This design comes from an exercise in tuning for small area on the open sky130 flow, not from production work.
Only simulation tests tie the RTL to the original design; equivalence was not proved.
Power figures rest on the tool's default switching activity, not on a simulated workload.

==> yarrow <==
==> flow/design.v (excerpt) <==
module vsc (
    input  wire        clk,
    input  wire        rst,             
    input  wire        host_wr,
    input  wire [3:0]  host_addr,       
    input  wire [31:0] host_wdata,
    output reg  [31:0] host_rdata,
    output wire        busy,
    output wire        bus_req,
    output reg  [2:0]  bus_op,          
    output wire [6:0]  bus_addr,
    output wire        bus_dir,         
    output wire [7:0]  bus_wdata,
    output wire        bus_nack,        
    input  wire        bus_rsp_valid,
    input  wire        bus_rsp_fail,    
    input  wire [7:0]  bus_rsp_data     
);
    localparam [2:0] B_START = 3'd1, B_RESTART = 3'd2, B_WRITE = 3'd3,
                     B_READ  = 3'd4, B_STOP    = 3'd5;
    localparam [3:0] S_IDLE = 4'd0,  S_REQ  = 4'd1,  S_ABORT = 4'd2,  S_FIN   = 4'd3,
                     S_GLO  = 4'd4,  S_GHI  = 4'd5,  S_NORM  = 4'd6,  S_LSTEP = 4'd7,
  ...
==> flow/config.mk <==
export PLATFORM = sky130hd
export DESIGN_NAME = vsc
export DESIGN_NICKNAME = vsc
export VERILOG_FILES = /design/flow/design.v
export SDC_FILE = /design/flow/constraint.sdc
export NUM_CORES = 4
export LEC_CHECK = 0
export CAP_MARGIN = 20
export CORE_MARGIN = 2
export CORE_UTILIZATION = 40
export SLEW_MARGIN = 20
==> flow/constraint.sdc <==
create_clock -name core_clock -period 25.0 [get_ports {clk}]
set_input_delay 5.0000 -clock core_clock [delete_from_list [all_inputs] [get_ports {clk}]]
set_output_delay 5.0000 -clock core_clock [all_outputs]
set_load 0.01 [all_outputs]
run.sh (not shown) runs the stock make flow with config.mk's settings and CLKGATE_MAP_FILE= SYNTH_SCRIPT=/design/flow/synth_recipe.tcl, a recipe that flattens the netlist after the stock synthesis.
==> nickel: changes against yarrow <==
--- a/flow/design.v
+++ b/flow/design.v
@@ -2,47 +2,18 @@
     input  wire [4:0] k,
     input  wire [4:0] ph,
     input  wire [2:0] g,
     output wire       ck,
     output wire       kin,
     output wire       ab,
     output wire       lb
 );
-    reg [31:0] w;
-    always @(*) begin
-        case (k)
-            5'd1: w = 32'h12b8034;
-            5'd2: w = 32'h0a4d3c2;
-            5'd3: w = 32'h0570069;
-            5'd4: w = 32'h02cc7ee;
-            5'd5: w = 32'h016bad3;
-            5'd6: w = 32'h00b73cb;
-            5'd7: w = 32'h005bf94;
-            5'd8: w = 32'h002e139;
-            5'd9: w = 32'h00170f8;
-            5'd10: w = 32'h000b893;
-            5'd11: w = 32'h0005c4f;
-            5'd12: w = 32'h0002e29;
-            5'd13: w = 32'h0001715;
-            5'd14: w = 32'h0000b8b;
-            5'd15: w = 32'h00005c5;
-            5'd16: w = 32'h00002e3;
-            5'd17: w = 32'h0000171;
-            5'd18: w = 32'h00000b9;
-            5'd19: w = 32'h000005c;
-            5'd20: w = 32'h000002e;
-            5'd21: w = 32'h0000017;
-            5'd22: w = 32'h000000c;
-            5'd23: w = 32'h0000006;
-            5'd24: w = 32'h0000003;
-            default: w = 32'h0;
-        endcase
-    end
-    assign ck  = w[ph];
+    wire [1023:0] ct = 1024'h0000000000000000000000000000000000000000000000000000000000000003000000060000000c000000170000002e0000005c000000b900000171000002e3000005c500000b8b0000171500002e2900005c4f0000b893000170f80002e1390005bf94000b73cb0016bad3002cc7ee0057006900a4d3c2012b803400000000;
+    assign ck  = ct[{k, ph}];
     wire [31:0] kc = 32'h155ed338;
     assign kin = kc[ph];
     wire [31:0] ac = 32'h4fb645a2;
     assign ab  = ac[k];
     wire [15:0] lc = 16'd1573 << (3'd5 - g);
     assign lb  = lc[k[3:0]];
 endmodule
 module vsc (
@@ -252,19 +223,19 @@
             S_HORN: if (pend) kreg <= kreg + 5'd1;
             S_EXTR: if (act && ph >= 5'd25 && ph <= 5'd29) kreg <= {!l0, kreg[4:1]};
             S_SHIFT: ;
             default: begin kreg <= 5'd0; tc <= 1'b0; end
         endcase
         if (act) begin
             if (st == S_LSTEP && !tc && ph31) ok <= !cwo;
             if (st == S_ESTEP && !tc && ph == 5'd24) ok <= clo && (kreg != 5'd0);
-            if (st == S_HORN && ph == 5'd30) ok <= l_in;
-            if (st == S_HORN && ph31) nz <= l_in;
-            if (st == S_GHI) nz <= (!ph0 && nz) || ((grp == 2'd1) ? ws_in : p_in);
+            if (st == S_HORN && ph == 5'd30) ok <= suml;
+            if (st == S_HORN && ph31) nz <= suml;
+            if (st == S_GHI) nz <= (!ph0 && nz) || ((grp == 2'd1) ? (win ? bsel : ws0) : sump);
         end
         if (pend) wt <= 1'b0;
         if (rst) begin
             ph      <= 5'd0;
             st      <= S_IDLE;
             st_busy <= 1'b0;
             st_done <= 1'b0;
             st_ovr  <= 1'b0;
@@ -327,22 +298,22 @@
                     case (st)
                         S_GLO: st <= S_REQ;
                         S_GHI: begin
                             st <= S_REQ;
                             if (is_cct && grp == 2'd1) begin
                                 if (nz) st <= S_NORM;
                                 else    pcode <= 3'd2;
                             end else if (is_cct && grp == 2'd2 && pcode == 3'd0) begin
-                                if (nz && !p_in) st <= S_COPYP;
+                                if (nz && !sump) st <= S_COPYP;
                                 else             pcode <= 3'd4;
                             end
                         end
                         S_COPYP: st <= S_NORM;
-                        S_NORM:  if (ws_in) st <= S_LSTEP;
+                        S_NORM:  if (prev) st <= S_LSTEP;
                         S_LSTEP: if (tc && kreg == 5'd24) st <= S_REQ;
                         S_COPYL: st <= is_lux ? S_FIN : S_HORN;
                         S_HORN:  if (kreg == (is_lux ? 5'd15 : 5'd30)) st <= is_lux ? S_COPYL : S_EINIT;
                         S_EINIT: st <= (nz || ok) ? S_FIN : S_ESTEP;
                         S_ESTEP: if (tc && kreg == 5'd24) st <= S_EXTR;
                         S_EXTR:  st <= S_SHIFT;
                         default: st <= S_FIN;           
                     endcase
==> flow/flow/run.sh (new file) <==
#!/bin/bash
# Own layout flow: the standard ORFS flow (standard.sh) with these changes to how the
# layout is made:
#  - synthesis is the standard flow's (synth_recipe.tcl, unchanged), except that Yosys's abc maps the
#    combinational logic with flow/area.abc (area-oriented) instead of ORFS's script; the
#    registers are untouched by abc, so they are the standard synthesis's;
#  - port buffers use the smallest buffer cell (buf_1) instead of buffer_ports' default pick;
#  - CTS builds the clock tree from clkbuf_8 cells and inserts no dummy loads.
# make's full output goes to standard.log in this folder; each ORFS step also keeps its own
# log under orfs/logs/.
set -euo pipefail
export BUFFER_PORTS_ARGS="-buffer_cell sky130_fd_sc_hd__buf_1"
export CTS_ARGS="-sink_clustering_enable -repair_clock_nets -dont_use_dummy_load -buf_list sky130_fd_sc_hd__clkbuf_8"
export OWN_ABC_SCRIPT="$PWD/flow/area.abc"
cat flow/abc_hook.tcl synth_recipe.tcl > own_synth.tcl
sed 's#/synth_recipe\.tcl#/own_synth.tcl#g' standard.sh > own_standard.sh
grep -q own_synth.tcl own_standard.sh
bash own_standard.sh > standard.log 2>&1
==> flow/flow/abc_hook.tcl (new file) <==
# Yosys's abc, run with this flow's own ABC script (flow/area.abc, an area-oriented mapping)
# in place of the one ORFS picks. Everything else in the synthesis is the standard flow's, unchanged.
proc abc {args} {
  set i [lsearch -exact $args -script]
  if {$i >= 0} { lset args [expr {$i + 1}] $::env(OWN_ABC_SCRIPT) }
  yosys abc {*}$args
}
==> flow/flow/area.abc (new file) <==
strash
dch
amap
==> flow/standard.sh (new file) <==
#!/bin/bash
# synth_recipe.tcl (not shown) runs the flow's synth.tcl, then flattens the netlist and writes it again
# the make line also repeats each setting of config.mk as NAME=value (left out here)
make -C /OpenROAD-flow-scripts/flow DESIGN_CONFIG=/design/flow/config.mk WORK_HOME=/design/flow/orfs CLKGATE_MAP_FILE= SYNTH_SCRIPT=/design/flow/synth_recipe.tcl "${@:-finish}"
removed: flow/run.sh
==> results.txt <==
	nickel	yarrow
Post-synthesis mux area share	0%	7.328%
CP Max Fanout	25	30
CP arrival	6.88 ns	6.95 ns
Count of buffering cells on the critical path with inverters included	4	3
Outcome	no timing/DRC/antenna violations	no timing/DRC/antenna violations
Synthesized-area fraction occupied by ao, oa, aoi and oai cells	19.12%	17.05%
Peak per-stage delay on the critical path	0.67 ns	0.61 ns
Die extent in x	149.0 µm	164.4 µm
Multi-input logic portion of the cell area	39.60%	41.52%
Total power consumption of the routed design	0.7855 mW	1.042 mW
Power of the sequential group	0.382 mW	0.426 mW
Worst path slowest cell	sky130_fd_sc_hd__nand3_1	sky130_fd_sc_hd__clkdlybuf4s50_1
Initial DRT Pass Iterations	7	5

==> what the ideal ports hide <==
Ports are ideal in the flow. The routed layouts listed here were re-timed in OpenROAD. Step 1 assumes that a clkbuf_16 drives the clock port and a buf_2 every other input. Step 2 also shifts input and output timing later by t, the mid clock arrival at the registers, as if the neighbouring blocks saw the same clock. Slacks: ideal ports / drivers / drivers and shift; pairs: ideal ports / drivers.
run	t (ns)	setup slack, ns	worst setup path at the end	worst data-port slew with drivers (ns)
yarrow	0.546	13.045 / 13.022 / 13.022	input to output	0.04
nickel	0.486	13.116 / 13.095 / 13.095	input to output	0.04
After both steps setup and hold are still met in every run listed. The setup slack of yarrow, which loses most, moves by -0.023 ns with the drivers and by -0.023 ns with both steps.
